Context: an optimization exercise on an open-source flow, tuned for small area, a short achievable clock period and few clock cycles per item. The choices shown serve that exercise and are no tape-out recipe. Function was checked by simulation only, so behaviour that the tests miss may differ from the original. Power figures rest on the tool's default switching activity, not on a simulated workload.

$ cat flow/flow/run.sh
#!/bin/bash
# Standard ORFS layout (the standard.sh), with a larger setup-slack
# target for timing repair and buf_2 cells as the port buffers.
set -euo pipefail
export SETUP_SLACK_MARGIN=6.5
export BUFFER_PORTS_ARGS="-buffer_cell sky130_fd_sc_hd__buf_2"
bash standard.sh > standard.log 2>&1
$ cat flow/standard.sh
#!/bin/bash
# synth_recipe.tcl (not shown) runs the flow's synth.tcl, then flattens the netlist and writes it again
# the make line also repeats each setting of config.mk as NAME=value (left out here)
make -C /OpenROAD-flow-scripts/flow DESIGN_CONFIG=/design/flow/config.mk WORK_HOME=/design/flow/orfs CLKGATE_MAP_FILE= SYNTH_SCRIPT=/design/flow/synth_recipe.tcl "${@:-finish}"
$ cat flow/config.mk
export PLATFORM = sky130hd
export DESIGN_NAME = tone_divisor_search
export DESIGN_NICKNAME = tone_divisor_search
export VERILOG_FILES = /design/flow/design.v
export SDC_FILE = /design/flow/constraint.sdc
export NUM_CORES = 4
export LEC_CHECK = 0
export CAP_MARGIN = 20
export CORE_MARGIN = 2
export CORE_UTILIZATION = 40
export PLACE_DENSITY = 0.6
export SLEW_MARGIN = 20
export TNS_END_PERCENT = 0
$ cat flow/constraint.sdc
create_clock -name core_clock -period 10.0 [get_ports {clk}]
set_input_delay 2.0000 -clock core_clock [delete_from_list [all_inputs] [get_ports {clk}]]
set_output_delay 2.0000 -clock core_clock [all_outputs]
set_load 0.01 [all_outputs]
$ cat flow/design.v
module tone_divisor_search (
    input  wire        clk,
    input  wire        rst,       
    input  wire        start,
    input  wire [31:0] hz,        
    output wire        ready,
    output reg         done,
    output wire [7:0]  div,       
    output wire [15:0] cmp,       
    output wire [33:0] err        
);
    localparam [25:0] N = 26'd42000000;
    localparam [1:0] P_DIV = 2'd0, P_RND = 2'd1, P_NEG = 2'd2, P_SHF = 2'd3;
    reg        busy;
    reg        uq;        
    reg        cq;        
    reg        tq;        
    reg        nq;        
    reg [1:0]  ph;
    reg        bigq;      
    reg [4:0]  cnt;       
    reg        nb;        
    reg [31:0] hzr;
    reg [26:0] R;         
    reg [15:0] X;         
    reg [1:0]  K;         
    assign ready = ~busy;
    assign div   = {K == 2'd3, 1'b0, K == 2'd2, 1'b0, K == 2'd1, 1'b0, K == 2'd0, 1'b0};
    assign cmp   = X;
    assign err   = {hzr[31:25], R[26:1], 1'b0};
    wire acc = start & ~busy;
    wire t10 = |hz[31:10];
    wire t12 = |hz[31:12];
    wire t13 = |hz[31:13];
    wire t14 = |hz[31:14];
    wire t15 = |hz[31:15];
    wire t18 = |hz[31:18];
    wire s8  = t18;
    wire s11 = t15 & ~t18;
    wire s12 = t14 & ~t15;
    wire s13 = t13 & ~t14;
    wire s14 = t12 & ~t13;
    wire s16 = t10 & ~t12;
    wire s22 = ~t10;
    wire [26:0] r_in = ({27{s8}}  & (N >> 8))  | ({27{s11}} & (N >> 11)) |
                       ({27{s12}} & (N >> 12)) | ({27{s13}} & (N >> 13)) |
                       ({27{s14}} & (N >> 14)) | ({27{s16}} & (N >> 16)) |
                       ({27{s22}} & (N >> 22));
    wire [4:0]  c_in = ({5{s8}}  & 5'd7)  | ({5{s11}} & 5'd10) | ({5{s12}} & 5'd11) |
                       ({5{s13}} & 5'd12) | ({5{s14}} & 5'd13) | ({5{s16}} & 5'd15) |
                       ({5{s22}} & 5'd21);    
    wire        n_in = |({s8, s11, s12, s13, s14, s16, s22} &
                         {N[7], N[10], N[11], N[12], N[13], N[15], N[21]});
    wire ge641 = (hzr >= 32'd641);
    wire ge161 = (hzr >= 32'd161);
    wire ge41  = (hzr >= 32'd41);
    wire [1:0] k   = {~ge161, (~ge641 & ge161) | ~ge41};
    wire       lo25 = (hzr[31:25] == 7'd0);
    wire [6:0] hm1  = hzr[31:25] - 7'd1;
    wire        tiny   = (hzr[31:4] == 28'd0) && (hzr[3:0] <= 4'd10);
    wire [3:0]  t_hi   = 4'd10 - hzr[3:0];
    wire [9:0]  t_lo   = 10'd890 + {6'd0, hzr[3:0]};
    wire [26:0] r_tiny = {t_hi, 6'd0, t_lo, 7'd0};
    wire        dv    = busy & (ph == P_DIV);
    wire        rn    = busy & (ph == P_RND);
    wire        ng    = busy & (ph == P_NEG);
    wire        sh    = busy & (ph == P_SHF);
    wire        x0    = (X == 16'd0);
    wire        bstop = dv & (cnt == 5'd1) & x0 & ~cy;    
    wire [25:0] A     = uq ? {1'b0, R[24:0]} : {R[24:0], nb};
    wire [26:0] S2    = {1'b0, A[24:0], 1'b1} + {1'b0, ~hzr[24:0], cq};
    wire [24:0] S     = S2[25:1];
    wire        c25   = S2[26];
    wire        cy    = (c25 | A[25]) & lo25 & ~tiny;   
    wire        take  = nq | (tq & cy);
    wire        tdv   = dv & tiny;
    wire [24:0] r_lo  = take ? (S ^ {25{nq}}) : acc ? r_in[24:0] :
                        tdv ? r_tiny[24:0] : A[24:0];
    wire [6:0]  hi7   = c25 ? hm1 : hzr[31:25];
    wire [1:0]  r_hi  = (sh | (rn & ~cy)) ? R[25:24] :
                        tdv ? r_tiny[26:25] :
                        busy ? 2'd0 : acc ? r_in[26:25] : R[26:25];
    wire [15:0] x_inc = X + 16'd1;
    wire        x_up  = (rn & cy) | (ng & bigq);
    wire last = (cnt == {2'd0, k, 1'b0});
    wire [1:0] ph_nx = {busy & (ph[1] | ph[0] | bstop),
                        busy & ((dv & last) | (rn & ~cy) | ng | sh)};
    wire fin = tdv | (rn & ~cy & (k == 2'd0)) | (ng & (k == 2'd0) & ~bigq) |
               (sh & (cnt == 5'd0));
    wire busy_nx = ~rst & (busy ? ~fin : acc);
    wire done_nx = ~rst & busy & fin;
    wire bigq_nx = busy & (bigq | bstop);
    always @(posedge clk) begin
        busy <= busy_nx;
        done <= done_nx;
        uq   <= ~busy_nx | (ph_nx == P_NEG);
        cq   <= busy_nx & ((ph_nx == P_DIV) | ((ph_nx == P_NEG) & ~bigq_nx));
        tq   <= busy_nx & ((ph_nx == P_DIV) | (ph_nx == P_RND));
        nq   <= busy_nx & (ph_nx == P_NEG);
    end
    always @(posedge clk) begin
        ph <= ph_nx;
        if (!busy) begin
            cnt  <= c_in;
            nb   <= n_in;
        end else begin
            if (dv)
                K <= k;
            nb <= dv & ~last & N[cnt - 5'd1];
            if (bstop)
                cnt <= 5'd1;
            else if (dv || sh)
                cnt <= cnt - 5'd1;
        end
        bigq <= bigq_nx;
        R <= {r_hi, r_lo};
        if (acc)
            hzr <= hz;
        else if (ng && bigq)
            hzr[31:25] <= hi7;
        if (acc)
            X <= 16'd0;
        else if (tdv)
            X <= 16'hFFFF;
        else if (dv)
            X <= {X[14:0], cy | (cnt == 5'd1 && x0)};
        else if (x_up)
            X <= x_inc;
    end
endmodule
==> results.cfg, run 1 <==
[run_status]
result_of_the_run = timing/DRC/antenna clean

[floorplan]
floorplan_row_count = 48
core_region_area_sq_um = 17200
floorplan.die_area_sq_um = 18600
die_h_um = 136
boundaryPins = 95
initial_utilization = 0.407
die_width_um = 136

[logic_synthesis]
postSynth.topFlopCell = dfxtp_1
postSynthRegisterBits = 92
synth.cell_area_sq_um = 7020
number_of_synthesized_flops_with_an_enable_pin = 41
postSynthAreaPerCell_sq_um = 8.51
postSynthCellCount = 825
ys_types = 82
synth_sequential_area_ratio = 0.321
proportion_of_register_bits_with_asynchronous_set_or_reset_after_synthesis = 0
yosys_warnings = 1

[sta]
remaining_max_slew_budget_at_the_tightest_pin = 0.604
tns_ns = 0
hold_viol_final = 0
clock.fmax_mhz = 293
finalSetupViolations = 0
final-max-slew-violation-count = 0
timing_worst_slew_pin_value_ns = 0.589
final.setup_skew_ns = 0.0157
final_period_minus_worst_setup_slack_ns = 3.42
rsz_0062_raised_after_global_routing = true
timing.final.crit_share = 0.342

[placed_design]
dp_hpwl_mm = 14.0
port_buffers = 89
post-place-cells = 1070
gp_congestion = 0.930

[setup_path]
timing.critical_path.slowest_cell_delay_ns = 0.40
required_ns = 10.27
cp_max_fo = 13
critPathSlowestCell = dfxtp_4
worst_setup_path_end_kind = register
rr_worst_depth = 12
worst_setup_path_start_kind = register
critical_path_arrival_ns = 3.69
r2r_slack_ns = 6.58
path_class = reg -> reg
timing.critical_path.max_delay_family = compound AO/OA/AOI/OAI gates
crit_path_cell_trace = buf_12 -> mux2_2 -> ha_1 -> o21ai_1 -> a211oi_4 -> o2111ai_4 -> nor2_4 -> o21a_4 -> o21ai_4 -> a32o_2 -> a2111oi_4 -> nor3b_2
cp_num_buf_inv = 1
r2r-end = cq
r2r_start = uq

[grt]
globalRouteOverflowTotal = 0
antenna_found_initial = 0
grt_start_max_net_pins = 56
first_global_vias = 5718
grt_pass1_wl_mm = 30.6
global_route.usage.total = 0.212

[cts]
cts_buf_count = 9
ctsHtreeMaxLevel = 3
cts.sink_count = 92
cts_tree = yes
clk_path_buf_depth = 2
cts.root.buffer_cell = clkbuf_16
worst_skew_pair_latency_ns = 0.36
clkTransAtPathRegs_ns = 0.07

[job]
max-cap-violations = 0

[route]
finalWirelength_mm = 19.6
ant_nets = 0
drt_first_pass_iters = 5
vias = 6137
drt_drc_violations_left = 0
drt_first_iter_violations = 431
avgViaCountPerCell = 5.59
average_wire_length_per_cell_after_detail_routing_um = 17.8

[finish]
layout-drive-gt1-share = 0.238
fillerInstances = 1706
most_frequent_standard_cell_in_the_layout_excluding_fill_and_tap_cells = buf_2
fin_cells = 1098
most-common-layout-cells = buf_2, a21oi_1, nor2_1
fin_nets = 944
areaGrowthSynthToFinish_pct = 13.6
antenna_cells_inserted = 0

[min_path]
hp-start = bigq
hold_ep = bigq
hold_path_depth = 2
hold_path_class = reg -> reg

[power_and_ir_drop]
pwr_density_cell_nw_per_um2 = 157
static-leakage-power_nw = 3.26
max_rail_drop_vdd_v = 0.0000879
worst reg2reg max path: cells and delay by family (launching register included):
family	cells	cell delay (ns)
AND/OR/NAND/NOR	2	0.39
multiplexers	1	0.37
AO/OA/AOI/OAI	7	1.67
buffers and inverters	1	0.16
flip-flops	1	0.40
adder cells (fa/ha/maj)	1	0.34
synth_stat cells (4+ instances only):
cell type,number,share of area
a31oi_1,8,0.0071
a211oi_1,17,0.018
nor2b_1,7,0.0062
edfxtp_1,41,0.18
mux2i_1,5,0.0071
o21a_1,4,0.0043
and3_1,5,0.0045
a21oi_1,65,0.046
nand2_1,62,0.033
nand2b_1,9,0.0080
nand3_1,27,0.019
nor3_1,26,0.019
ha_1,40,0.071
nor2_1,64,0.034
and2_1,4,0.0036
buf_4,42,0.045
o21ai_1,7,0.0050
a211o_1,6,0.0075
a31o_2,4,0.0050
o31ai_1,7,0.0075
inv_1,46,0.025
o21ai_0,57,0.041
clkbuf_1,22,0.012
dfxtp_1,51,0.15
xor2_1,18,0.022
a22oi_1,5,0.0053
a21o_1,8,0.0086
a2111oi_4,4,0.016
o22ai_1,6,0.0053
or3_1,4,0.0036
buf_2,9,0.0064
nand4_1,9,0.0080
nor4_1,12,0.011
o211ai_1,11,0.012
xnor2_1,19,0.024
mux2_2,25,0.040
buf_1,7,0.0037
routing by layer:
| layer | track usage | up-vias | part of all wire |
|---|---|---|---|
| met5 | 0 | - | 0 |
| met4 | 0.0515 | 0 | 0.013 |
| met3 | 0.0358 | 18 | 0.054 |
| met2 | 0.353 | 195 | 0.47 |
| met1 | 0.285 | 2872 | 0.47 |
| li1 | - | 3052 | - |
report_power, final:
group / internal [mW] / total, mW / switching [mW]
Combinational: 0.181 / 0.422 / 0.242
Sequential: 0.429 / 0.467 / 0.0378
Clock: 0.198 / 0.365 / 0.166
Total: 0.808 / 1.25 / 0.446
stage by stage:
stage	cell area, sq um	hold slack, ns	setup WS (ns)	utilization	power, mW
floorplan	7040	0.443	6.45	-	0.783
global placement	7340	0.456	5.61	0.426	0.866
detailed placement	7340	0.461	5.55	0.426	0.867
CTS	7670	0.473	6.09	0.445	1.23
global route	7970	0.502	6.43	0.463	1.33
finish	7970	0.474	6.58	0.463	1.25
final cells by class:
class	instances	area, sq um	area share
flip-flops and latches	92	2260	0.283
multi-input cells	608	4290	0.538
well taps	225	282	0.0353
clock buffers	9	225	0.0282
inverters	48	181	0.0228
repair buffers	109	661	0.0829
clock inverters	7	80.1	0.0100
sequential cells by signal, summed over array words and instances (netlist names):
signal	cells
uq	1
busy	1
done	1
hzr	32
nq	1
R	27
X	16
K	2
bigq	1
ph	2
tq	1
cq	1
cnt	5
nb	1
cells by family (layout without fill, tap and decap cells):
kind of cell / Yosys count / count (layout) / share of synthesized area
AOI/OAI and AO/OA: 244 / 244 / 0.241
xor gates and xnor gates: 37 / 37 / 0.0462
adders and majority gates: 41 / 41 / 0.0742
buffers and inverters: 129 / 173 / 0.0941
DFF: 92 / 92 / 0.321
muxes: 30 / 30 / 0.0472
other: 1 / 5 / 0.000534
and+or+nand+nor: 251 / 251 / 0.175
what timing repair did:
action                     in CTS  in global routing
gates resized for setup         3                 40
hold buffers                    0                  0
setup endpoints to repair      53                 63
gates cloned                    0                  1
pin swaps                       1                 10
buffers inserted                3                  8
worst max-delay path by stage:
stage | start | endpoint | cells after the start
floorplan | start | hzr[25] | 5
global placement | hz[27] | R[7] | 9
detailed placement | hz[18] | R[7] | 9
CTS | start | R[0] | 9
global route | uq | cq | 12
finish | uq | cq | 12
Testbench counts, summed over its fixed seeds: cycles 19,890, items 1,280.
==> run 2: changes to the inputs <==
--- a/flow/config.mk
+++ b/flow/config.mk
@@ -8,6 +8,6 @@
 export CAP_MARGIN = 20
 export CORE_MARGIN = 2
 export CORE_UTILIZATION = 40
-export PLACE_DENSITY = 0.6
+export PLACE_DENSITY = 0.7
 export SLEW_MARGIN = 20
 export TNS_END_PERCENT = 0
==> run 2 against run 1 <==
  * Still clean on timing, DRC and antenna
  * Clock skew is 0.0043 ns lower
  * Sequential power hardly changed
  * Wire length hardly changed
  * Synthesized cell count stayed put
  * Fmax is 1.1% lower
  * Clock power is 5.5% lower
  * Power is 1.7% lower
  * Critical path type unchanged
  * Largest cell class unchanged
  * Highest routed layer unchanged
==> results.cfg, run 2 <==
[sta]
final.setup_skew_ns = 0.0113
remaining_max_slew_budget_at_the_tightest_pin = 0.584
timing_worst_slew_pin_value_ns = 0.623
final_period_minus_worst_setup_slack_ns = 3.45
clock.fmax_mhz = 290
timing.final.crit_share = 0.345
hold_viol_final = 0
finalSetupViolations = 0
final-max-slew-violation-count = 0
tns_ns = 0
fin_ws_ns = 6.55
rsz_0062_raised_after_global_routing = true

[setup_path]
required_ns = 10.28
timing.critical_path.slowest_cell_delay_ns = 0.42
path_class = reg -> reg
cp_max_fo = 13
critPathSlowestCell = dfxtp_2
critical_path_arrival_ns = 3.73
worst_setup_path_start_kind = register
crit_path_cell_trace = buf_12 -> mux2_2 -> ha_1 -> o21ai_0 -> a21oi_1 -> o2111ai_4 -> nor2_2 -> o21a_4 -> o21ai_4 -> a32o_2 -> a2111oi_4 -> nor3b_2
worst_setup_path_end_kind = register

[grt]
grt_pass1_wl_mm = 30.4
antenna_found_initial = 0
globalRouteOverflowTotal = 0
first_global_vias = 5835
grt_start_max_net_pins = 56
global_route.usage.total = 0.209

[cts]
clk_path_buf_depth = 2
clkTransAtPathRegs_ns = 0.07
cts.sink_count = 92
cts_tree = yes
cts.root.buffer_cell = clkbuf_16
ctsHtreeMaxLevel = 3
postCtsHoldBufs = 0
cts_buf_count = 9
worst_skew_pair_latency_ns = 0.36

[finish]
layout-drive-gt1-share = 0.230
most-common-layout-cells = buf_2, a21oi_1, nor2_1
fillerInstances = 1655
most_frequent_standard_cell_in_the_layout_excluding_fill_and_tap_cells = buf_2
regArea_sq_um = 2250
fin_area_sq_um = 7900
fin_nets = 945
largest_register_ffs = 32
multiInputGateArea_sq_um = 4270
areaGrowthSynthToFinish_pct = 12.6
reg_with_most_ffs = hzr
antenna_cells_inserted = 0
top_regs = hzr (32), R (27), X (16)

[floorplan]
die_h_um = 136
boundaryPins = 95
floorplan_row_count = 48
floorplan.die_area_sq_um = 18600
core_region_area_sq_um = 17200
die_width_um = 136
initial_utilization = 0.407

[logic_synthesis]
ys_types = 82
proportion_of_register_bits_with_asynchronous_set_or_reset_after_synthesis = 0
synth.top_cells.by_area = edfxtp_1, dfxtp_1, ha_1
postSynthRegisterBits = 92
synthTopCellsByCount = a21oi_1, nor2_1, nand2_1
postSynth.topFlopCell = dfxtp_1
synth.cell_area_sq_um = 7020
postSynthCellCount = 825
postSynthAreaPerCell_sq_um = 8.51
post-synth-top-count-cell = a21oi_1
cell_type_contributing_the_most_total_cell_area_after_synthesis = edfxtp_1
number_of_synthesized_flops_with_an_enable_pin = 41
synth_sequential_area_ratio = 0.321
yosys_warnings = 1
post-synth-top-area-fraction = 0.175

[route]
vias = 6337
drt_first_iter_violations = 608
drt_drc_violations_left = 0
avgViaCountPerCell = 5.77
average_wire_length_per_cell_after_detail_routing_um = 17.8
finalWirelength_mm = 19.6
ant_nets = 0
drt_first_pass_iters = 5

[placed_design]
gp_congestion = 0.922
placed_area_sq_um = 7320
place_worst_setup_slack_ns = 5.52
port_buffers = 89
dp_hpwl_mm = 13.7

[min_path]
hold_path_class = reg -> reg

[power_and_ir_drop]
max_rail_drop_vdd_v = 0.0000943
static-leakage-power_nw = 3.25
design_power_total_mw = 1.23
pwr_density_cell_nw_per_um2 = 156

[job]
max-cap-violations = 0

[run_status]
result_of_the_run = timing/DRC/antenna clean
[run 2: changes by cell type in the layout (fill, tap and decap cells not counted), moves of 2 or more]
cell and change:
buf_4 +2, dfxtp_2 +2, buf_12 -2, ha_2 -2, nor4_2 -2, clkbuf_1 +2, ha_1 +3, nor4_1 +2
clkinv_1 +2, inv_6 -3
[run 2: final timing paths]
| path | from | endpoint | slack (ns) | cells after the start |
|---|---|---|---|---|
| worst min-delay path | bigq | bigq | 0.48 | 2 |
| worst min register to register | bigq | bigq | 0.48 | 2 |
| worst max register to register | uq | cq | 6.55 | 12 |
| worst max-delay path | uq | cq | 6.55 | 12 |
[run 2: stage by stage]
step / util / hold WS, ns / instances
final: 0.459 / 0.478 / 1099
after global routing: 0.459 / 0.494 / 1099
after CTS: 0.444 / 0.477 / 1087
after detailed placement: 0.425 / 0.466 / 1068
after global placement: 0.425 / 0.454 / 1068
after floorplan: - / 0.443 / 829
[run 2: kinds of logic after synthesis]
logic type	Yosys count	share of synthesized area
flip-flops	92	0.321
AND/OR/NAND/NOR	251	0.175
AO/OA/AOI/OAI	244	0.241
other	1	0.000534
buffers and inverters	129	0.0941
multiplexers	30	0.0472
adder cells (fa/ha/maj)	41	0.0742
XOR/XNOR	37	0.0462
[run 2: area by class of cell]
cell class / count / share of cell area
multi-input combinational: 609 / 0.540
sequential: 92 / 0.285
timing repair buffer: 109 / 0.0801
tap: 225 / 0.0356
clock buffer: 11 / 0.0294
inverter: 48 / 0.0230
clock inverter: 5 / 0.00681
[run 2: worst max-delay path: cells and delay by family (launching register included)]
family / cells / cell delay, ns
adder cells (fa/ha/maj): 1 / 0.38
AND/OR/NAND/NOR: 2 / 0.40
flip-flops: 1 / 0.42
AO/OA/AOI/OAI: 7 / 1.64
multiplexers: 1 / 0.36
buffers and inverters: 1 / 0.17
[run 2: power by group]
group          internal (mW)  switching (mW)  total [mW]
Sequential             0.430          0.0395       0.469
Clock                  0.193           0.152       0.345
Combinational          0.177           0.241       0.419
Total                  0.800           0.433        1.23
[run 2: repair_timing]
item	4_1_cts	5_1_grt
gates resized for setup	7	30
gates cloned	0	2
buffers inserted	3	10
pin swaps	1	11
endpoints found under the setup margin	49	64
endpoints found under the hold margin	0	0
[run 2: per-layer routing]
metal | share of wire | vias to the layer above | global-route usage
li1 | - | 3075 | -
met2 | 0.46 | 251 | 0.330
met1 | 0.45 | 2976 | 0.287
met4 | 0.028 | 0 | 0.0856
met3 | 0.066 | 35 | 0.0287
met5 | 0 | - | 0
==> run 3: changes to the inputs <==
--- a/flow/config.mk
+++ b/flow/config.mk
@@ -5,9 +5,9 @@
 export SDC_FILE = /design/flow/constraint.sdc
 export NUM_CORES = 4
 export LEC_CHECK = 0
-export CAP_MARGIN = 20
+export CAP_MARGIN = 5
 export CORE_MARGIN = 2
 export CORE_UTILIZATION = 40
-export PLACE_DENSITY = 0.7
-export SLEW_MARGIN = 20
+export PLACE_DENSITY = 0.6
+export SLEW_MARGIN = 5
 export TNS_END_PERCENT = 0
==> run 3 against run 2 <==
  * Power is 1.7% higher
  * Sequential cell count unchanged
  * Wire length about the same
  * Sequential power hardly changed
  * Critical path depth unchanged
  * Core utilization grew 0.40 points
  * Fmax grew 1.1%
  * Worst hold slack got worse by 0.0040 ns
  * Cell count is essentially flat
  * First-iteration DRC count is 29% lower
  * Sequential share of layout area shrank 0.23 points
  * Area after synthesis stayed put
==> results.cfg, run 3 <==
[logic_synthesis]
post-synth-top-area-fraction = 0.175
synth_sequential_area_ratio = 0.321
yosys_warnings = 1
cell_type_contributing_the_most_total_cell_area_after_synthesis = edfxtp_1
post_synth_fa_ha_maj_area_fraction = 0.0742
postSynthAreaPerCell_sq_um = 8.51
post-synth-top-count-cell = a21oi_1
largest_family_of_logic_cells_by_synthesized_area = compound AO/OA/AOI/OAI gates
ys_types = 82
postSynthRegisterBits = 92
postSynthCellCount = 825
synth.cell_area_sq_um = 7020
number_of_synthesized_flops_with_an_enable_pin = 41
yosys.area_share.simple = 0.175
synthTopCellsByCount = a21oi_1, nor2_1, nand2_1
postSynth.topFlopCell = dfxtp_1
synth.top_cells.by_area = edfxtp_1, dfxtp_1, ha_1
synth_compound_gate_area_share = 0.241
proportion_of_register_bits_with_asynchronous_set_or_reset_after_synthesis = 0
post_synth_xor_area_fraction = 0.0462
synth.area.mux_share = 0.0472

[power_and_ir_drop]
power.switching_mw = 0.446
pwr_density_cell_nw_per_um2 = 157
p_comb_frac = 0.337
clockPowerShare = 0.291
swShare = 0.356
power_frac_seq = 0.373
static-leakage-power_nw = 3.26
p_int_mw = 0.808
max_rail_drop_vdd_v = 0.0000879

[setup_path]
path_class = reg -> reg
r2r-end = cq
critical_path_arrival_ns = 3.69
r2r_slack_ns = 6.58
rr_worst_depth = 12
worst_setup_path_end_kind = register
r2r_start = uq
worst_setup_path_start_kind = register
crit_path_start = uq
required_ns = 10.27
cp_max_fo = 13

[sta]
hold_slack_ns = 0.474
timing.final.crit_share = 0.342
final.setup_skew_ns = 0.0157
finalSetupViolations = 0
hold_viol_final = 0
final_period_minus_worst_setup_slack_ns = 3.42
tns_ns = 0
remaining_max_slew_budget_at_the_tightest_pin = 0.604
final-max-slew-violation-count = 0
rsz_0062_raised_after_global_routing = true
fin_ws_ns = 6.58
timing_worst_slew_pin_value_ns = 0.589
clock.fmax_mhz = 293

[floorplan]
floorplan_row_count = 48
die_width_um = 136
core_region_area_sq_um = 17200
die_h_um = 136
initial_utilization = 0.407
floorplan.die_area_sq_um = 18600
boundaryPins = 95

[placed_design]
dp_hpwl_mm = 14.0
place_worst_setup_slack_ns = 5.55
gp_congestion = 0.930
placed_area_sq_um = 7340
port_buffers = 89

[grt]
global_route.usage.total = 0.212
antenna_found_initial = 0
globalRouteOverflowTotal = 0
grt_start_max_net_pins = 56
grt_pass1_wl_mm = 30.6
first_global_vias = 5718

[cts]
cts.root.buffer_cell = clkbuf_16
clk_path_buf_depth = 2
clkTransAtPathRegs_ns = 0.07
postCtsHoldBufs = 0
cts.sink_count = 92
ctsHtreeMaxLevel = 3
worst_skew_pair_latency_ns = 0.36
cts_tree = yes
cts_buf_count = 9

[finish]
most_frequent_standard_cell_in_the_layout_excluding_fill_and_tap_cells = buf_2
fin_area_sq_um = 7970
fin_nets = 944
layout-drive-gt1-share = 0.238
reg_with_most_ffs = hzr
antenna_cells_inserted = 0
most-common-layout-cells = buf_2, a21oi_1, nor2_1
top_regs = hzr (32), R (27), X (16)
largest_register_ffs = 32
areaGrowthSynthToFinish_pct = 13.6

[run_status]
result_of_the_run = timing/DRC/antenna clean

[route]
vias = 6137
avgViaCountPerCell = 5.59
ant_nets = 0
finalWirelength_mm = 19.6
drt_first_iter_violations = 431
average_wire_length_per_cell_after_detail_routing_um = 17.8
drt_first_pass_iters = 5
drt_drc_violations_left = 0

[min_path]
hold_path_class = reg -> reg
hold_ep = bigq
hp-start = bigq
hold_path_depth = 2

[job]
max-cap-violations = 0
==> run 3: cell counts after synthesis <==
Identical to the previous run, type by type.
==> run 3: kinds of logic after synthesis <==
logic type / after synthesis
AOI/OAI and AO/OA: 244
xor gates and xnor gates: 37
adders and majority gates: 41
buffers and inverters: 129
DFF: 92
muxes: 30
other: 1
and+or+nand+nor: 251
==> run 3: worst max-delay path, stage by stage, from the launching register on <==
cell and delay, ns:
dfxtp_4 0.40, buf_12 0.16, mux2_2 0.36, ha_1 0.34, o21ai_1 0.14, a211oi_4 0.33
o2111ai_4 0.21, nor2_4 0.14, o21a_4 0.18, o21ai_4 0.12, a32o_2 0.29, a2111oi_4 0.40
nor3b_2 0.25
==> run 3: worst max-delay path by stage <==
| stage | endpoint |
|---|---|
| 3_3_place_gp | R[7] |
| 6_report | cq |
| 2_1_floorplan | hzr[25] |
| 4_1_cts | R[0] |
| 3_5_place_dp | R[7] |
| 5_1_grt | cq |
==> run 3: metal layers <==
layer,vias up,GRT usage,share of wire
met5,-,0,0
met4,0,0.0515,0.013
li1,3052,-,-
met3,18,0.0358,0.054
met2,195,0.353,0.47
met1,2872,0.285,0.47
==> run 3: power groups by stage <==
stage | Clock (mW) | Combinational [mW] | Sequential (mW)
floorplan | 0 | 0.322 | 0.462
global placement | 0 | 0.392 | 0.474
detailed placement | 0 | 0.393 | 0.474
CTS | 0.369 | 0.395 | 0.466
global route | 0.388 | 0.469 | 0.473
finish | 0.365 | 0.422 | 0.467
==> run 3: repair_timing <==
action | CTS | global route
pin swaps | 1 | 10
gates cloned | 0 | 1
resized for setup | 3 | 40
setup endpoints to repair | 53 | 63
buffers inserted | 3 | 8
==> run 3: cell type report <==
type	instances	area, sq um
repair buffers	109	661
fillers	1706	9260
clock buffers	9	225
multi-input cells	608	4290
inverters	48	181
clock inverters	7	80.1
flip-flops and latches	92	2260
well taps	225	282
==> run 3: through the flow <==
stage                     power, mW  std cells  utilization
after global routing           1.33       1098        0.463
after CTS                      1.23       1089        0.445
after floorplan               0.783        829            -
after detailed placement      0.867       1070        0.426
after global placement        0.866       1070        0.426
final                          1.25       1098        0.463
==> run 4: changes to the inputs <==
==> flow/flow/run.sh (replaced) <==
#!/bin/bash
# Standard ORFS layout (the standard.sh), with a larger setup-slack
# target for timing repair and buf_2 cells as the port buffers.
set -euo pipefail
export SETUP_SLACK_MARGIN=6.4
export BUFFER_PORTS_ARGS="-buffer_cell sky130_fd_sc_hd__buf_2"
bash standard.sh > standard.log 2>&1
--- a/flow/config.mk
+++ b/flow/config.mk
@@ -5,9 +5,9 @@
 export SDC_FILE = /design/flow/constraint.sdc
 export NUM_CORES = 4
 export LEC_CHECK = 0
-export CAP_MARGIN = 5
+export CAP_MARGIN = 20
 export CORE_MARGIN = 2
 export CORE_UTILIZATION = 40
 export PLACE_DENSITY = 0.6
-export SLEW_MARGIN = 5
+export SLEW_MARGIN = 20
 export TNS_END_PERCENT = 0
==> run 4 against run 3 <==
  * Still clean
  * Clock-buffer cell count stayed put
  * Final area is 2.3% lower
  * Fmax is 3.0% lower
  * Via count hardly changed
  * Combinational power is 4% lower
  * Global-route usage stayed put
  * Worst hold slack hardly changed
  * Clock power hardly changed
  * Cell count is 0.36% lower
  * Synthesized cell count stayed put
  * Critical path type unchanged
  * Largest cell class unchanged
==> results.cfg, run 4 <==
[cts]
clk_path_buf_depth = 2
cts.sink_count = 92
cts_buf_count = 9
clkTransAtPathRegs_ns = 0.07
postCtsHoldBufs = 0
cts_tree = yes
cts.root.buffer_cell = clkbuf_16
ctsHtreeMaxLevel = 3
worst_skew_pair_latency_ns = 0.36

[job]
max-cap-violations = 0

[setup_path]
cp_num_buf_inv = 1
worst_setup_path_start_kind = register
cp_max_fo = 26
path_class = reg -> reg
critPathSlowestCell = ha_1
crit_path_start = uq
timing.critical_path.max_delay_family = compound AO/OA/AOI/OAI gates
required_ns = 10.27
worst_setup_path_end_kind = register
crit_path_cell_trace = buf_12 -> mux2_2 -> ha_1 -> nand3_1 -> a211oi_4 -> o2111ai_2 -> nor2_2 -> o21a_4 -> o21ai_4 -> a32o_1 -> a2111oi_4 -> nor3b_2
r2r_start = uq
critical_path_arrival_ns = 3.80
timing.critical_path.slowest_cell_delay_ns = 0.41
r2r_slack_ns = 6.48

[power_and_ir_drop]
design_power_total_mw = 1.23
pwr_density_cell_nw_per_um2 = 159
max_rail_drop_vdd_v = 0.0000883
power_frac_seq = 0.378
swShare = 0.354
power.switching_mw = 0.438
p_int_mw = 0.797
p_comb_frac = 0.327
static-leakage-power_nw = 3.22
clockPowerShare = 0.295

[grt]
globalRouteOverflowTotal = 0
global_route.usage.total = 0.212
grt_start_max_net_pins = 56
grt_pass1_wl_mm = 30.6
first_global_vias = 5718
antenna_found_initial = 0

[route]
drt_first_pass_iters = 5
routed-wl-met3_um = 858
avgViaCountPerCell = 5.61
routed-wl-met2_mm = 8.95
finalWirelength_mm = 19.2
top_layer = met4
met1_length_mm = 9.14
average_wire_length_per_cell_after_detail_routing_um = 17.5
vias = 6136
drt_first_iter_violations = 447
drt_drc_violations_left = 0
ant_nets = 0

[finish]
areaGrowthSynthToFinish_pct = 11.0
most_frequent_standard_cell_in_the_layout_excluding_fill_and_tap_cells = buf_2
fin_nets = 940
layout-drive-gt1-share = 0.217
antenna_cells_inserted = 0
fillerInstances = 1725
most-common-layout-cells = buf_2, a21oi_1, nor2_1
finalCoreUtilization = 0.452
reg_with_most_ffs = hzr
largest_register_ffs = 32
fin_cells = 1094
top_regs = hzr (32), R (27), X (16)

[min_path]
hp-start = bigq
hold_path_class = reg -> reg

[logic_synthesis]
postSynthCellCount = 825
postSynthRegisterBits = 92
cell_type_contributing_the_most_total_cell_area_after_synthesis = edfxtp_1
postSynth.topFlopCell = dfxtp_1
postSynthAreaPerCell_sq_um = 8.51
yosys_warnings = 1
post-synth-top-area-fraction = 0.175
post-synth-top-count-cell = a21oi_1
synth.cell_area_sq_um = 7020
ys_types = 82
proportion_of_register_bits_with_asynchronous_set_or_reset_after_synthesis = 0
number_of_synthesized_flops_with_an_enable_pin = 41
synthTopCellsByCount = a21oi_1, nor2_1, nand2_1
synth.top_cells.by_area = edfxtp_1, dfxtp_1, ha_1
synth_sequential_area_ratio = 0.321

[sta]
finalSetupViolations = 0
final.setup_skew_ns = 0.0145
tns_ns = 0
clock.fmax_mhz = 284
final_period_minus_worst_setup_slack_ns = 3.52
final-max-slew-violation-count = 0
rsz_0062_raised_after_global_routing = true
hold_viol_final = 0
timing.final.crit_share = 0.352
remaining_max_slew_budget_at_the_tightest_pin = 0.463
timing_worst_slew_pin_value_ns = 0.799

[floorplan]
die_h_um = 136
boundaryPins = 95
initial_utilization = 0.407
floorplan_row_count = 48
core_region_area_sq_um = 17200
floorplan.die_area_sq_um = 18600
die_width_um = 136

[run_status]
result_of_the_run = timing/DRC/antenna clean

[placed_design]
post-place-cells = 1070
port_buffers = 89
gp_congestion = 0.930
dp_hpwl_mm = 14.0
-- run 4: final timing paths --
| path | to | cells after the start |
|---|---|---|
| max reg2reg | cq | 12 |
| min | bigq | 2 |
| min reg2reg | bigq | 2 |
| max | cq | 12 |
-- run 4: layer usage --
metal	GRT usage	vias up
met4	0.0515	0
met1	0.285	2897
met5	0	-
met2	0.353	174
met3	0.0358	14
li1	-	3051
-- run 4: cell type report --
type	instances	area (sq um)	area share
tap	225	282	0.0361
clock buffer	9	225	0.0289
timing repair buffer	105	594	0.0763
inverter	48	181	0.0233
multi-input combinational	608	4180	0.536
sequential	92	2250	0.289
clock inverter	7	80.1	0.0103
-- run 4: cell families (layout without fill, tap and decap cells) --
group | count (synthesis) | in the layout | share of synthesized area
flops | 92 | 92 | 0.321
mux | 30 | 30 | 0.0472
simple gates | 251 | 251 | 0.175
compound gates | 244 | 244 | 0.241
other cells | 1 | 5 | 0.000534
fa+ha+maj | 41 | 41 | 0.0742
xor+xnor | 37 | 37 | 0.0462
buf+inv | 129 | 169 | 0.0941
-- run 4: what timing repair did --
item | CTS | global route
buffers inserted | 3 | 5
resized for setup | 3 | 15
setup endpoints to repair | 46 | 61
pin swaps | 1 | 4
-- run 4: power groups by stage --
stage / clock network, mW / registers [mW] / logic (mW)
after floorplan: 0 / 0.462 / 0.322
after global placement: 0 / 0.474 / 0.392
after detailed placement: 0 / 0.474 / 0.393
after CTS: 0.369 / 0.466 / 0.395
after global routing: 0.388 / 0.473 / 0.448
final: 0.364 / 0.466 / 0.404
-- run 4: through the flow --
step,cell area (sq um),hold slack [ns],worst slack [ns]
after floorplan,7040,0.443,6.45
after global placement,7340,0.456,5.61
after detailed placement,7340,0.461,5.55
after CTS,7670,0.473,6.09
after global routing,7790,0.502,6.30
final,7790,0.474,6.48
-- run 4: worst register-to-register path, stage by stage (launching register included) --
cell and delay, ns:
dfxtp_1 0.36, buf_12 0.20, mux2_2 0.41, ha_1 0.41
nand3_1 0.15, a211oi_4 0.25, o2111ai_2 0.21, nor2_2 0.19
o21a_4 0.20, o21ai_4 0.12, a32o_1 0.30, a2111oi_4 0.41
nor3b_2 0.25
==> run 5: changes to the inputs <==
==> flow/flow/run.sh (replaced) <==
#!/bin/bash
# Standard ORFS layout (the standard.sh), with a larger setup-slack
# target for timing repair and buf_1 cells as the port buffers.
set -euo pipefail
export SETUP_SLACK_MARGIN=6.5
export BUFFER_PORTS_ARGS="-buffer_cell sky130_fd_sc_hd__buf_1"
bash standard.sh > standard.log 2>&1
==> run 5 against run 4 <==
  * Still clean
  * Via count up 1.0%
  * Sequential cell count is the same
  * Worst hold slack got worse by 0.0043 ns
  * Cell count about the same
  * Sequential share of layout area is 0.48 points higher
  * Final area down 1.5%
  * Wire length increased by 1.2%
  * Clock-buffer cell count grew 1
  * Global-route usage barely moved
  * Largest power group unchanged
==> results.cfg, run 5 <==
[route]
avgViaCountPerCell = 5.66
drt_first_pass_iters = 5
drt_first_iter_violations = 563
vias = 6200
ant_nets = 0
average_wire_length_per_cell_after_detail_routing_um = 17.7
finalWirelength_mm = 19.4
drt_drc_violations_left = 0

[finish]
areaGrowthSynthToFinish_pct = 9.38
multiInputGateArea_sq_um = 4170
fillerInstances = 1715
fin_cells = 1095
antenna_cells_inserted = 0
largest_register_ffs = 32
top_regs = hzr (32), R (27), X (16)
fin_nets = 941
most-common-layout-cells = buf_1, a21oi_1, nor2_1
regArea_sq_um = 2260
layout-drive-gt1-share = 0.118
most_frequent_standard_cell_in_the_layout_excluding_fill_and_tap_cells = buf_1
reg_with_most_ffs = hzr

[logic_synthesis]
synth_sequential_area_ratio = 0.321
proportion_of_register_bits_with_asynchronous_set_or_reset_after_synthesis = 0
synth.top_cells.by_area = edfxtp_1, dfxtp_1, ha_1
post-synth-top-count-cell = a21oi_1
postSynth.topFlopCell = dfxtp_1
number_of_synthesized_flops_with_an_enable_pin = 41
post-synth-top-area-fraction = 0.175
synth.cell_area_sq_um = 7020
postSynthRegisterBits = 92
postSynthAreaPerCell_sq_um = 8.51
synthTopCellsByCount = a21oi_1, nor2_1, nand2_1
cell_type_contributing_the_most_total_cell_area_after_synthesis = edfxtp_1
yosys_warnings = 1
ys_types = 82
postSynthCellCount = 825

[placed_design]
post-place-cells = 1069
gp_congestion = 0.883
port_buffers = 89
dp_hpwl_mm = 14.0

[sta]
clock.fmax_mhz = 277
remaining_max_slew_budget_at_the_tightest_pin = 0.442
final_period_minus_worst_setup_slack_ns = 3.61
final-max-slew-violation-count = 0
finalSetupViolations = 0
hold_viol_final = 0
final.setup_skew_ns = 0.00742
timing_worst_slew_pin_value_ns = 0.831
tns_ns = 0
rsz_0062_raised_after_global_routing = true
timing.final.crit_share = 0.361

[power_and_ir_drop]
static-leakage-power_nw = 2.92
max_rail_drop_vdd_v = 0.0000924
pwr_density_cell_nw_per_um2 = 158

[cts]
ctsHtreeMaxLevel = 3
cts_buf_count = 9
cts.sink_count = 92
cts.root.buffer_cell = clkbuf_16
clk_path_buf_depth = 2
cts_tree = yes
worst_skew_pair_latency_ns = 0.36
clkTransAtPathRegs_ns = 0.07

[run_status]
result_of_the_run = timing/DRC/antenna clean

[grt]
grt_pass1_wl_mm = 30.3
globalRouteOverflowTotal = 0
global_route.usage.total = 0.211
first_global_vias = 5568
grt_start_max_net_pins = 56
antenna_found_initial = 0

[setup_path]
worst_setup_path_start_kind = input port
critPathSlowestCell = nor2_2
worst_setup_path_end_kind = register
cp_num_buf_inv = 4
critical-path-top-cell-by-count = nand2_1
crit_path_cell_trace = buf_1 -> nand2_1 -> buf_4 -> inv_2 -> buf_6 -> nor2_2 -> a221oi_1 -> a211o_1 -> nand2_1
required_ns = 10.31
critical_path_arrival_ns = 3.92
path_class = in -> reg
cp_max_fo = 55
timing.critical_path.slowest_cell_delay_ns = 0.51
timing.critical_path.max_delay_family = buffers and inverters

[floorplan]
boundaryPins = 95
die_width_um = 136
floorplan_row_count = 48
die_h_um = 136
floorplan.die_area_sq_um = 18600
core_region_area_sq_um = 17200
initial_utilization = 0.407

[min_path]
hold_path_class = reg -> reg

[job]
max-cap-violations = 0
-- run 5: cell families (layout without fill, tap and decap cells) --
family / after synthesis / in the layout / share of synthesized area
muxes: 30 / 30 / 0.0472
AOI/OAI and AO/OA: 244 / 244 / 0.241
and+or+nand+nor: 251 / 251 / 0.175
buffers and inverters: 129 / 170 / 0.0941
DFF: 92 / 92 / 0.321
adders and majority gates: 41 / 41 / 0.0742
xor gates and xnor gates: 37 / 37 / 0.0462
other: 1 / 5 / 0.000534
-- run 5: report_power, final --
group | switching, mW | internal (mW) | leakage [nW] | total (mW)
logic | 0.234 | 0.164 | 1.97 | 0.398
clock network | 0.165 | 0.180 | 0.139 | 0.345
registers | 0.0375 | 0.429 | 0.818 | 0.467
total | 0.436 | 0.773 | 2.92 | 1.21
-- run 5: final cells by class --
cell class              instances  share of cell area
clock inverters                 6             0.00717
inverters                      48              0.0236
well taps                     225              0.0367
repair buffers                106              0.0645
clock buffers                  10              0.0311
multi-input cells             608               0.543
flip-flops and latches         92               0.294
-- run 5: worst reg2reg max path: stages (launching register included) --
cell and delay [ns]:
dfxtp_4 0.39, buf_12 0.15, mux2_2 0.38, ha_2 0.41, nand3_1 0.12, a211oi_2 0.33
o2111ai_2 0.24, nor2_2 0.18, o21a_4 0.19, o21ai_4 0.12, a32o_1 0.30, a2111oi_4 0.35
buf_4 0.19, nor2b_1 0.16
-- run 5: routing by layer --
metal  GRT usage  vias to the layer above  share of wire
met5           0                        -              0
met4      0.0637                        0          0.022
met3      0.0459                       28          0.052
met2       0.339                      193           0.46
met1       0.284                     2920           0.46
li1            -                     3059              -
-- run 5: timing repair --
action	CTS	global route
buffers inserted	5	4
setup endpoints to repair	54	62
pin swaps	3	5
gates resized for setup	7	11
hold buffers	0	0
gates cloned	0	1
-- run 5: path summary, 6_finish.rpt --
| path | cells past startpoint | startpoint | end | slack [ns] |
|---|---|---|---|---|
| setup / recovery | 9 | start | R[0] | 6.39 |
| hold / removal | 2 | bigq | bigq | 0.47 |
| setup reg to reg | 13 | uq | tq | 6.42 |
| hold reg to reg | 2 | bigq | bigq | 0.47 |
-- run 5: through the flow --
step	power, mW	hold WS (ns)	area (sq um)	util	worst slack (ns)
floorplan	0.783	0.443	7040	-	6.45
global placement	0.858	0.456	7220	0.419	5.60
detailed placement	0.858	0.457	7220	0.419	5.52
CTS	1.21	0.469	7580	0.440	6.32
global route	1.28	0.497	7680	0.445	6.26
finish	1.21	0.470	7680	0.445	6.39
==> run 6: changes to the inputs <==
--- a/flow/design.v
+++ b/flow/design.v
@@ -56,7 +56,6 @@
     wire ge41  = (hzr >= 32'd41);
     wire [1:0] k   = {~ge161, (~ge641 & ge161) | ~ge41};
     wire       lo25 = (hzr[31:25] == 7'd0);
-    wire [6:0] hm1  = hzr[31:25] - 7'd1;
     wire        tiny   = (hzr[31:4] == 28'd0) && (hzr[3:0] <= 4'd10);
     wire [3:0]  t_hi   = 4'd10 - hzr[3:0];
     wire [9:0]  t_lo   = 10'd890 + {6'd0, hzr[3:0]};
@@ -76,7 +75,6 @@
     wire        tdv   = dv & tiny;
     wire [24:0] r_lo  = take ? (S ^ {25{nq}}) : acc ? r_in[24:0] :
                         tdv ? r_tiny[24:0] : A[24:0];
-    wire [6:0]  hi7   = c25 ? hm1 : hzr[31:25];
     wire [1:0]  r_hi  = (sh | (rn & ~cy)) ? R[25:24] :
                         tdv ? r_tiny[26:25] :
                         busy ? 2'd0 : acc ? r_in[26:25] : R[26:25];
@@ -116,8 +114,8 @@
         R <= {r_hi, r_lo};
         if (acc)
             hzr <= hz;
-        else if (ng && bigq)
-            hzr[31:25] <= hi7;
+        else if (ng && bigq && c25)      
+            hzr[31:25] <= hzr[31:25] - 7'd1;
         if (acc)
             X <= 16'd0;
         else if (tdv)
==> flow/flow/run.sh (replaced) <==
#!/bin/bash
# Standard ORFS layout (the standard.sh), with a larger setup-slack
# target for timing repair and buf_2 cells as the port buffers.
set -euo pipefail
export SETUP_SLACK_MARGIN=6.5
export BUFFER_PORTS_ARGS="-buffer_cell sky130_fd_sc_hd__buf_2"
bash standard.sh > standard.log 2>&1
--- a/flow/config.mk
+++ b/flow/config.mk
@@ -8,6 +8,8 @@
 export CAP_MARGIN = 20
 export CORE_MARGIN = 2
 export CORE_UTILIZATION = 40
+export CTS_CLUSTER_DIAMETER = 200
+export CTS_CLUSTER_SIZE = 50
 export PLACE_DENSITY = 0.6
 export SLEW_MARGIN = 20
 export TNS_END_PERCENT = 0
==> run 6 against run 5 <==
  * Die area shrank 2.5%
  * Largest power group unchanged
  * Setup slack gained 0.10 ns
  * Core utilization grew 2.4 points
  * Sequential power grew 0.9%
  * Still clean on timing, DRC and antenna
  * Non-clock buffer count shrank 4
  * Clock-buffer cell count grew 1
  * Register-to-register slack gained 0.07 ns
  * Combinational power grew 3%
  * Synthesized cell count shrank 2.9%
==> results.cfg, run 6 <==
[grt]
global_route.usage.total = 0.210
first_global_vias = 5628
antenna_found_initial = 0
globalRouteOverflowTotal = 0
grt_start_max_net_pins = 63
grt_pass1_wl_mm = 30.1

[cts]
worst_skew_pair_latency_ns = 0.36
cts.root.buffer_cell = clkbuf_16
clkTransAtPathRegs_ns = 0.07
cts_buf_count = 9
ctsHtreeMaxLevel = 3
cts.sink_count = 92
postCtsHoldBufs = 0
cts_tree = yes
clk_path_buf_depth = 2

[min_path]
hold_path_class = reg -> reg

[sta]
clock.fmax_mhz = 285
hold_slack_ns = 0.521
final-max-slew-violation-count = 0
rsz_0062_raised_after_global_routing = true
final.setup_skew_ns = 0.00643
remaining_max_slew_budget_at_the_tightest_pin = 0.490
fin_ws_ns = 6.49
timing_worst_slew_pin_value_ns = 0.758
tns_ns = 0
hold_viol_final = 0
timing.final.crit_share = 0.351
finalSetupViolations = 0
final_period_minus_worst_setup_slack_ns = 3.51

[floorplan]
floorplan_row_count = 47
die_h_um = 135
initial_utilization = 0.411
core_region_area_sq_um = 16600
floorplan.die_area_sq_um = 18200
die_width_um = 135
boundaryPins = 95

[logic_synthesis]
yosys_warnings = 1
synthTopCellsByCount = a21oi_1, nor2_1, nand2_1, o21ai_0, inv_1
synth_sequential_area_ratio = 0.329
postSynthRegisterBits = 92
proportion_of_register_bits_with_asynchronous_set_or_reset_after_synthesis = 0
number_of_synthesized_flops_with_an_enable_pin = 41
cell_type_contributing_the_most_total_cell_area_after_synthesis = edfxtp_1
synth.top_cells.by_area = edfxtp_1, dfxtp_1, ha_1
postSynthAreaPerCell_sq_um = 8.54
postSynthCellCount = 801
ys_types = 82
post-synth-top-area-fraction = 0.180
synth.cell_area_sq_um = 6840
postSynth.topFlopCell = dfxtp_1

[power_and_ir_drop]
max_rail_drop_vdd_v = 0.0000882
design_power_total_mw = 1.23
static-leakage-power_nw = 3.23
pwr_density_cell_nw_per_um2 = 157

[job]
max-cap-violations = 0

[setup_path]
cp_num_buf_inv = 2
timing.critical_path.max_delay_family = compound AO/OA/AOI/OAI gates
crit_path_cell_trace = buf_12 -> mux2_2 -> ha_4 -> a21o_1 -> a21oi_4 -> o211ai_1 -> o31ai_4 -> o31ai_4 -> buf_4 -> o21a_4 -> nor2_1 -> o311a_1 -> a211oi_1
critPathSlowestCell = dfxtp_4
cp_max_fo = 16
critical-path-top-cell-by-count = o31ai_4
worst_setup_path_end_kind = register
timing.critical_path.slowest_cell_delay_ns = 0.39
required_ns = 10.23
critical_path_arrival_ns = 3.73
path_class = reg -> reg
worst_setup_path_start_kind = register

[route]
drt_first_iter_violations = 397
average_wire_length_per_cell_after_detail_routing_um = 18.2
ant_nets = 0
finalWirelength_mm = 19.6
avgViaCountPerCell = 5.70
drt_first_pass_iters = 7
drt_drc_violations_left = 0
vias = 6115

[finish]
reg_with_most_ffs = hzr
layout-drive-gt1-share = 0.231
fin_nets = 924
most-common-layout-cells = buf_2, nor2_1, nand2_1, o21ai_0, a21oi_1
top_regs = hzr (32), R (27), X (16)
fillerInstances = 1603
largest_register_ffs = 32
fin_area_sq_um = 7820
most_frequent_standard_cell_in_the_layout_excluding_fill_and_tap_cells = buf_2
areaGrowthSynthToFinish_pct = 14.3
antenna_cells_inserted = 0
fin_cells = 1073
finalCoreUtilization = 0.470

[placed_design]
placed_area_sq_um = 7190
place_worst_setup_slack_ns = 5.60
dp_hpwl_mm = 14.0
gp_congestion = 0.886
port_buffers = 89
post-place-cells = 1048

[run_status]
result_of_the_run = timing/DRC/antenna clean
run 6: cell count changes after synthesis, moves of 6 or more:
cell / before / now
a21o_1: 8 / 15
nor3_1: 26 / 14
o21ai_1: 7 / 1
nand3_1: 27 / 14
xnor2_1: 19 / 25
mux2i_1: 5 / 12
xor2_1: 18 / 9
inv_1: 46 / 53
run 6: kinds of logic after synthesis:
kind of cell | share of synthesized area
fa+ha+maj | 0.0761
mux | 0.0587
flops | 0.329
simple gates | 0.166
buf+inv | 0.0918
other cells | 0.000548
xor+xnor | 0.0435
compound gates | 0.234
run 6: per-layer routing:
metal	up-vias	GRT usage	share of wire	wire [um]
li1	2978	-	-	-
met1	2909	0.294	0.46	9070
met2	204	0.333	0.46	9040
met3	24	0.0282	0.055	1070
met4	0	0.0725	0.020	397
met5	-	0	0	0
run 6: what timing repair did:
item | 4_1_cts | 5_1_grt
setup buffers | 3 | 4
gates resized for setup | 14 | 38
setup endpoints to repair | 71 | 57
pin swaps | 1 | 5
cloned | 0 | 2
run 6: report_power, final:
group	switching [mW]	internal, mW	total, mW
logic	0.239	0.172	0.411
registers	0.0392	0.432	0.471
clock network	0.147	0.199	0.346
total	0.425	0.803	1.23
run 6: worst paths after layout:
check	startpoint	to	slack [ns]	cells past startpoint
setup / recovery	uq	R[10]	6.49	13
hold reg to reg	bigq	bigq	0.52	1
setup reg to reg	uq	R[10]	6.49	13
hold / removal	bigq	bigq	0.52	1
run 6: cell type report:
type	count	area, sq um	area share
multi-input cells	588	4200	0.538
clock inverters	5	51.3	0.00656
flip-flops and latches	92	2260	0.289
well taps	220	275	0.0352
inverters	55	210	0.0269
clock buffers	11	243	0.0311
repair buffers	102	579	0.0741
Testbench counts of run 6, summed over its fixed seeds: cycles 19,890, items 1,280.
==> run 7: changes to the inputs <==
==> flow/flow/run.sh (replaced) <==
#!/bin/bash
# Standard ORFS layout (the standard.sh), with a larger setup-slack
# target for timing repair and buf_2 cells as the port buffers.
set -euo pipefail
export SETUP_SLACK_MARGIN=6.6
export BUFFER_PORTS_ARGS="-buffer_cell sky130_fd_sc_hd__buf_2"
bash standard.sh > standard.log 2>&1
--- a/flow/config.mk
+++ b/flow/config.mk
@@ -8,8 +8,6 @@
 export CAP_MARGIN = 20
 export CORE_MARGIN = 2
 export CORE_UTILIZATION = 40
-export CTS_CLUSTER_DIAMETER = 200
-export CTS_CLUSTER_SIZE = 50
 export PLACE_DENSITY = 0.6
 export SLEW_MARGIN = 20
 export TNS_END_PERCENT = 0
==> run 7 against run 6 <==
  * Clock skew increased by 0.0048 ns
  * Worst hold slack better by 0.0064 ns
  * Non-clock buffer count is 19 higher
  * Area after synthesis did not move
  * Die area did not move
  * Clock-buffer cell count grew 2
  * Cell count is 1.8% higher
  * Register-to-register slack better by 0.04 ns
  * Largest cell class unchanged
  * Sequential share of layout area decreased by 1.3 points
  * Sequential cell count did not move
  * Highest routed layer unchanged
  * Clock power is 1% higher
  * Critical path type unchanged
  * Global-route usage grew 0.95 points
==> results.cfg, run 7 <==
[run_status]
result_of_the_run = timing/DRC/antenna clean

[setup_path]
number_of_stages_on_the_worst_setup_path = 13
timing.critical_path.slowest_cell_delay_ns = 0.41
critical_path_arrival_ns = 3.71
cp_max_fo = 7
cp_num_buf_inv = 2
worst_setup_path_end_kind = register
critPathSlowestCell = dfxtp_4
rr_worst_depth = 13
crit_path_cell_trace = buf_12 -> mux2_2 -> ha_4 -> nand2_1 -> a211oi_4 -> o211a_1 -> o31ai_4 -> o31ai_4 -> o211a_4 -> buf_4 -> a2bb2oi_2 -> o21ai_2 -> or3_1
r2r_start = uq
path_class = reg -> reg
required_ns = 10.24
critical-path-top-cell-by-count = o31ai_4
worst_setup_path_start_kind = register
crit_path_start = uq
timing.critical_path.max_delay_family = compound AO/OA/AOI/OAI gates

[power_and_ir_drop]
p_comb_frac = 0.356
power_frac_seq = 0.369
clockPowerShare = 0.275
max_rail_drop_vdd_v = 0.0000836
power.switching_mw = 0.446
static-leakage-power_nw = 3.37
swShare = 0.349
pwr_density_cell_nw_per_um2 = 156
p_int_mw = 0.830

[sta]
clock.fmax_mhz = 288
timing.final.crit_share = 0.347
hold_viol_final = 0
tns_ns = 0
final_period_minus_worst_setup_slack_ns = 3.47
final-max-slew-violation-count = 0
rsz_0062_raised_after_global_routing = true
final.setup_skew_ns = 0.0112
finalSetupViolations = 0
timing_worst_slew_pin_value_ns = 0.766
remaining_max_slew_budget_at_the_tightest_pin = 0.484

[logic_synthesis]
postSynthRegisterBits = 92
synth.cell_area_sq_um = 6840
postSynth.topFlopCell = dfxtp_1
postSynthAreaPerCell_sq_um = 8.54
number_of_synthesized_flops_with_an_enable_pin = 41
cell_type_contributing_the_most_total_cell_area_after_synthesis = edfxtp_1
ys_types = 82
synth.top_cells.by_area = edfxtp_1, dfxtp_1, ha_1
postSynthCellCount = 801
synthTopCellsByCount = a21oi_1, nor2_1, nand2_1, o21ai_0, inv_1
yosys_warnings = 1
synth_sequential_area_ratio = 0.329
proportion_of_register_bits_with_asynchronous_set_or_reset_after_synthesis = 0
post-synth-top-area-fraction = 0.180

[finish]
antenna_cells_inserted = 0
fin_area_sq_um = 8190
most_frequent_standard_cell_in_the_layout_excluding_fill_and_tap_cells = buf_2
most-common-layout-cells = buf_2, nand2_1, nor2_1
fillerInstances = 1604
reg_with_most_ffs = hzr
fin_cells = 1092
top_regs = hzr (32), R (27), X (16)
fin_nets = 943
areaGrowthSynthToFinish_pct = 19.7
layout-drive-gt1-share = 0.272
largest_register_ffs = 32

[cts]
cts.root.buffer_cell = clkbuf_16
cts.sink_count = 92
clkTransAtPathRegs_ns = 0.07
worst_skew_pair_latency_ns = 0.36
clk_path_buf_depth = 2
cts_tree = yes
postCtsHoldBufs = 0
ctsHtreeMaxLevel = 3
cts_buf_count = 9

[floorplan]
die_width_um = 135
die_h_um = 135
core_region_area_sq_um = 16600
floorplan_row_count = 47
initial_utilization = 0.411
boundaryPins = 95
floorplan.die_area_sq_um = 18200

[route]
drt_first_pass_iters = 7
ant_nets = 0
average_wire_length_per_cell_after_detail_routing_um = 18.8
avgViaCountPerCell = 5.73
drt_drc_violations_left = 0
drt_first_iter_violations = 518
finalWirelength_mm = 20.5
vias = 6262

[min_path]
hold_path_class = reg -> reg
hold_path_depth = 1
hp-start = bigq

[grt]
antenna_found_initial = 0
global_route.usage.total = 0.219
globalRouteOverflowTotal = 0
grt_start_max_net_pins = 63
first_global_vias = 5697
grt_pass1_wl_mm = 31.1

[job]
max-cap-violations = 0

[placed_design]
dp_hpwl_mm = 14.0
placed_area_sq_um = 7190
post-place-cells = 1048
port_buffers = 89
gp_congestion = 0.886
-- run 7: cell count changes in the layout (fill, tap and decap cells not counted), sizes merged --
cell	change
buf	+20
clkbuf	+1
bufinv	-1
inv	+1
clkinv	-2
-- run 7: layout make-up --
cell class,instances,area [sq um],area share
Clock buffer,13,282,0.0344
Clock inverter,3,17.5,0.00214
Inverter,55,210,0.0257
Multi-Input combinational cell,588,4380,0.535
Sequential cell,92,2260,0.276
Tap cell,220,275,0.0336
Timing Repair Buffer,121,768,0.0938
-- run 7: worst paths after layout --
check         end  slack [ns]
max            uq        6.53
min reg2reg  bigq        0.53
min          bigq        0.53
max reg2reg    uq        6.53
-- run 7: repair_timing --
action | in CTS | in global routing
endpoints found under the setup margin | 97 | 63
gates resized for setup | 28 | 62
buffers inserted | 8 | 17
gates cloned | 2 | 1
pin swaps | 7 | 16
-- run 7: logic make-up after synthesis --
kind of cell,share of synthesized area
buf+inv,0.0918
xor+xnor,0.0435
other cells,0.000548
compound gates,0.234
fa+ha+maj,0.0761
mux,0.0587
simple gates,0.166
flops,0.329
-- run 7: layer usage --
metal | GRT usage | vias up | wire length (um)
li1 | - | 3012 | -
met1 | 0.304 | 3003 | 9290
met2 | 0.341 | 213 | 9660
met3 | 0.0289 | 34 | 1070
met4 | 0.0971 | 0 | 526
met5 | 0 | - | 0
-- run 7: metrics by stage --
stage / power, mW / hold WS, ns / utilization / worst slack [ns]
6_report: 1.28 / 0.527 / 0.492 / 6.53
5_1_grt: 1.34 / 0.568 / 0.492 / 6.48
4_1_cts: 1.22 / 0.530 / 0.462 / 6.51
3_5_place_dp: 0.856 / 0.515 / 0.432 / 5.49
3_3_place_gp: 0.857 / 0.501 / 0.432 / 5.58
2_1_floorplan: 0.771 / 0.471 / - / 6.50
-- run 7: power by group through the flow --
stage	combinational (mW)	clock [mW]	sequential, mW
floorplan	0.304	0	0.467
global placement	0.380	0	0.477
detailed placement	0.379	0	0.477
CTS	0.399	0.355	0.470
global route	0.497	0.369	0.477
finish	0.454	0.350	0.471
==> run 8: changes to the inputs <==
==> flow/flow/run.sh (replaced) <==
#!/bin/bash
# Standard ORFS layout (the standard.sh), with a larger setup-slack
# target for timing repair and buf_2 cells as the port buffers.
set -euo pipefail
export SETUP_SLACK_MARGIN=6.5
export BUFFER_PORTS_ARGS="-buffer_cell sky130_fd_sc_hd__buf_2"
bash standard.sh > standard.log 2>&1
--- a/flow/config.mk
+++ b/flow/config.mk
@@ -8,6 +8,6 @@
 export CAP_MARGIN = 20
 export CORE_MARGIN = 2
 export CORE_UTILIZATION = 40
-export PLACE_DENSITY = 0.6
+export PLACE_DENSITY = 0.7
 export SLEW_MARGIN = 20
 export TNS_END_PERCENT = 0
==> run 8 against run 7 <==
  * Power is 3.0% lower
  * Critical path depth is 1 lower
  * Setup slack worse by 0.042 ns
  * Fmax is 1.2% lower
  * First-iteration DRC count is 4.1% higher
  * Die area stayed put
  * Non-clock buffer count is 16 lower
  * Final area is 4.2% lower
  * Cell count is 1.5% lower
  * Highest routed layer unchanged
==> results.cfg, run 8 <==
[sta]
final.setup_skew_ns = 0.0126
hold_viol_final = 0
final_period_minus_worst_setup_slack_ns = 3.51
tns_ns = 0
rsz_0062_raised_after_global_routing = true
timing_worst_slew_pin_value_ns = 0.805
remaining_max_slew_budget_at_the_tightest_pin = 0.458
timing.final.crit_share = 0.351
clock.fmax_mhz = 285
finalSetupViolations = 0
final-max-slew-violation-count = 0

[grt]
first_global_vias = 5676
grt_start_max_net_pins = 63
antenna_found_initial = 0
grt_pass1_wl_mm = 30.2
globalRouteOverflowTotal = 0
global_route.usage.total = 0.211

[logic_synthesis]
synthTopCellsByCount = a21oi_1, nor2_1, nand2_1, o21ai_0, inv_1
ys_types = 82
post-synth-top-area-fraction = 0.180
postSynthCellCount = 801
synth_sequential_area_ratio = 0.329
yosys_warnings = 1
cell_type_contributing_the_most_total_cell_area_after_synthesis = edfxtp_1
postSynthRegisterBits = 92
synth.cell_area_sq_um = 6840
number_of_synthesized_flops_with_an_enable_pin = 41
postSynth.topFlopCell = dfxtp_1
synth.top_cells.by_area = edfxtp_1, dfxtp_1, ha_1
proportion_of_register_bits_with_asynchronous_set_or_reset_after_synthesis = 0
postSynthAreaPerCell_sq_um = 8.54

[run_status]
result_of_the_run = timing/DRC/antenna clean

[power_and_ir_drop]
clockPowerShare = 0.282
p_int_mw = 0.809
power_frac_seq = 0.379
p_comb_frac = 0.339
max_rail_drop_vdd_v = 0.0000827
pwr_density_cell_nw_per_um2 = 158
swShare = 0.347
static-leakage-power_nw = 3.24
power.switching_mw = 0.429

[finish]
most_frequent_standard_cell_in_the_layout_excluding_fill_and_tap_cells = buf_2
fin_nets = 927
areaGrowthSynthToFinish_pct = 14.7
most-common-layout-cells = buf_2, nor2_1, a21oi_1
layout-drive-gt1-share = 0.232
antenna_cells_inserted = 0
reg_with_most_ffs = hzr
finalCoreUtilization = 0.471
largest_register_ffs = 32
fillerInstances = 1624
top_regs = hzr (32), R (27), X (16)

[route]
avgViaCountPerCell = 5.77
average_wire_length_per_cell_after_detail_routing_um = 18.1
ant_nets = 0
finalWirelength_mm = 19.5
drt_drc_violations_left = 0
drt_first_pass_iters = 6
vias = 6208
drt_first_iter_violations = 539

[placed_design]
port_buffers = 89
dp_hpwl_mm = 13.7
gp_congestion = 0.941

[setup_path]
critical_path_arrival_ns = 3.76
worst_setup_path_start_kind = register
cp_max_fo = 13
required_ns = 10.25
worst_setup_path_end_kind = register
path_class = reg -> reg

[cts]
clk_path_buf_depth = 2
cts_buf_count = 9
cts.root.buffer_cell = clkbuf_16
worst_skew_pair_latency_ns = 0.36
cts_tree = yes
clkTransAtPathRegs_ns = 0.07
ctsHtreeMaxLevel = 3
cts.sink_count = 92

[floorplan]
die_h_um = 135
floorplan.die_area_sq_um = 18200
core_region_area_sq_um = 16600
initial_utilization = 0.411
die_width_um = 135
boundaryPins = 95
floorplan_row_count = 47

[min_path]
hold_path_class = reg -> reg

[job]
max-cap-violations = 0
run 8: cell counts after synthesis:
Identical to the previous run, type by type.
run 8: power by group through the flow:
stage | logic (mW) | registers (mW) | clock network [mW]
after CTS | 0.391 | 0.469 | 0.352
after floorplan | 0.303 | 0.467 | 0
after global placement | 0.374 | 0.476 | 0
after global routing | 0.462 | 0.476 | 0.373
after detailed placement | 0.377 | 0.476 | 0
final | 0.420 | 0.470 | 0.348
run 8: critical path, stage by stage (launching register included):
cell and delay [ns]:
dfxtp_4 0.40, buf_12 0.15, mux2_2 0.36, ha_1 0.35, a21oi_1 0.33, a21boi_0 0.34
a31oi_2 0.11, o31ai_4 0.12, o31ai_4 0.13, o211a_4 0.29, a21o_4 0.27, and2_4 0.20
a2111oi_4 0.33
run 8: cell families (layout without fill, tap and decap cells):
| logic type | Yosys count | after routing | share of synthesized area |
|---|---|---|---|
| AO/OA/AOI/OAI | 240 | 241 | 0.234 |
| XOR/XNOR | 34 | 34 | 0.0435 |
| adder cells (fa/ha/maj) | 41 | 41 | 0.0761 |
| buffers and inverters | 126 | 176 | 0.0918 |
| flip-flops | 92 | 92 | 0.329 |
| multiplexers | 37 | 37 | 0.0587 |
| other | 1 | 5 | 0.000548 |
| AND/OR/NAND/NOR | 230 | 230 | 0.166 |
run 8: final cells by class:
class	count	area, sq um	share of cell area
flip-flops and latches	92	2260	0.288
repair buffers	105	599	0.0764
clock inverters	4	48.8	0.00622
clock buffers	12	246	0.0314
well taps	220	275	0.0351
multi-input cells	588	4210	0.536
inverters	55	210	0.0268
run 8: path summary, 6_finish.rpt:
| kind | startpoint | endpoint | slack [ns] | depth (start not counted) |
|---|---|---|---|---|
| worst max register to register | uq | X[5] | 6.49 | 12 |
| worst min-delay path | X[15] | X[15] | 0.52 | 2 |
| worst max-delay path | uq | X[5] | 6.49 | 12 |
| worst min register to register | X[15] | X[15] | 0.52 | 2 |
run 8: layer usage:
metal  GRT usage  routed length, um  vias to the layer above
met5           0                  0                        -
met4      0.0754                372                        0
met3      0.0428               1270                       26
met2       0.337               9230                      237
met1       0.284               8610                     2958
li1            -                  -                     2987
run 8: repair_timing:
item	CTS	global route
cloned	1	1
pin swaps	4	6
setup buffers	4	6
setup endpoints to repair	70	56
hold buffers	0	0
gates resized for setup	17	35
run 8: through the flow:
| stage | hold WS, ns | power, mW | setup WS [ns] | cells | area (sq um) |
|---|---|---|---|---|---|
| global placement | 0.494 | 0.850 | 5.61 | 1048 | 7190 |
| CTS | 0.520 | 1.21 | 6.33 | 1069 | 7600 |
| global route | 0.552 | 1.31 | 6.36 | 1076 | 7840 |
| finish | 0.522 | 1.24 | 6.49 | 1076 | 7840 |
| floorplan | 0.471 | 0.771 | 6.49 | 805 | 6870 |
| detailed placement | 0.516 | 0.854 | 5.61 | 1048 | 7190 |

## afterwards: timing with drivers on the ports
Ports are ideal in the flow. The routed layouts listed here were re-timed in OpenROAD. Step 1: set_driving_cell puts a clkbuf_16 on clk and a buf_2 on each other input, an assumption about the parent block. Step 2 also shifts input and output timing later by t, the mid clock arrival at the registers, as if the neighbouring blocks saw the same clock. a / b / c = ideal / step 1 / step 2; a / b = the first two.
| run | shift t [ns] | setup WS [ns] | worst setup path after step 2 | clock arrival spread, ns |
|---|---|---|---|---|
| run 1 | 0.392 | 6.582 / 6.582 / 6.239 | input to register | 0.016 / 0.016 |
| run 2 | 0.394 | 6.546 / 6.546 / 6.189 | input to register | 0.011 / 0.011 |
| run 3 | 0.392 | 6.582 / 6.582 / 6.239 | input to register | 0.016 / 0.016 |
| run 4 | 0.393 | 6.475 / 6.475 / 6.190 | input to register | 0.015 / 0.015 |
| run 5 | 0.405 | 6.391 / 6.417 / 6.011 | input to register | 0.008 / 0.007 |
| run 6 | 0.395 | 6.493 / 6.493 / 6.165 | input to register | 0.007 / 0.006 |
| run 7 | 0.397 | 6.530 / 6.530 / 6.236 | input to register | 0.012 / 0.011 |
| run 8 | 0.390 | 6.489 / 6.472 / 6.204 | input to register | 0.013 / 0.012 |
After both steps every run listed still meets setup and hold. The setup slack of run 5, which loses most, moves by +0.026 ns with the drivers and by -0.380 ns with both steps.
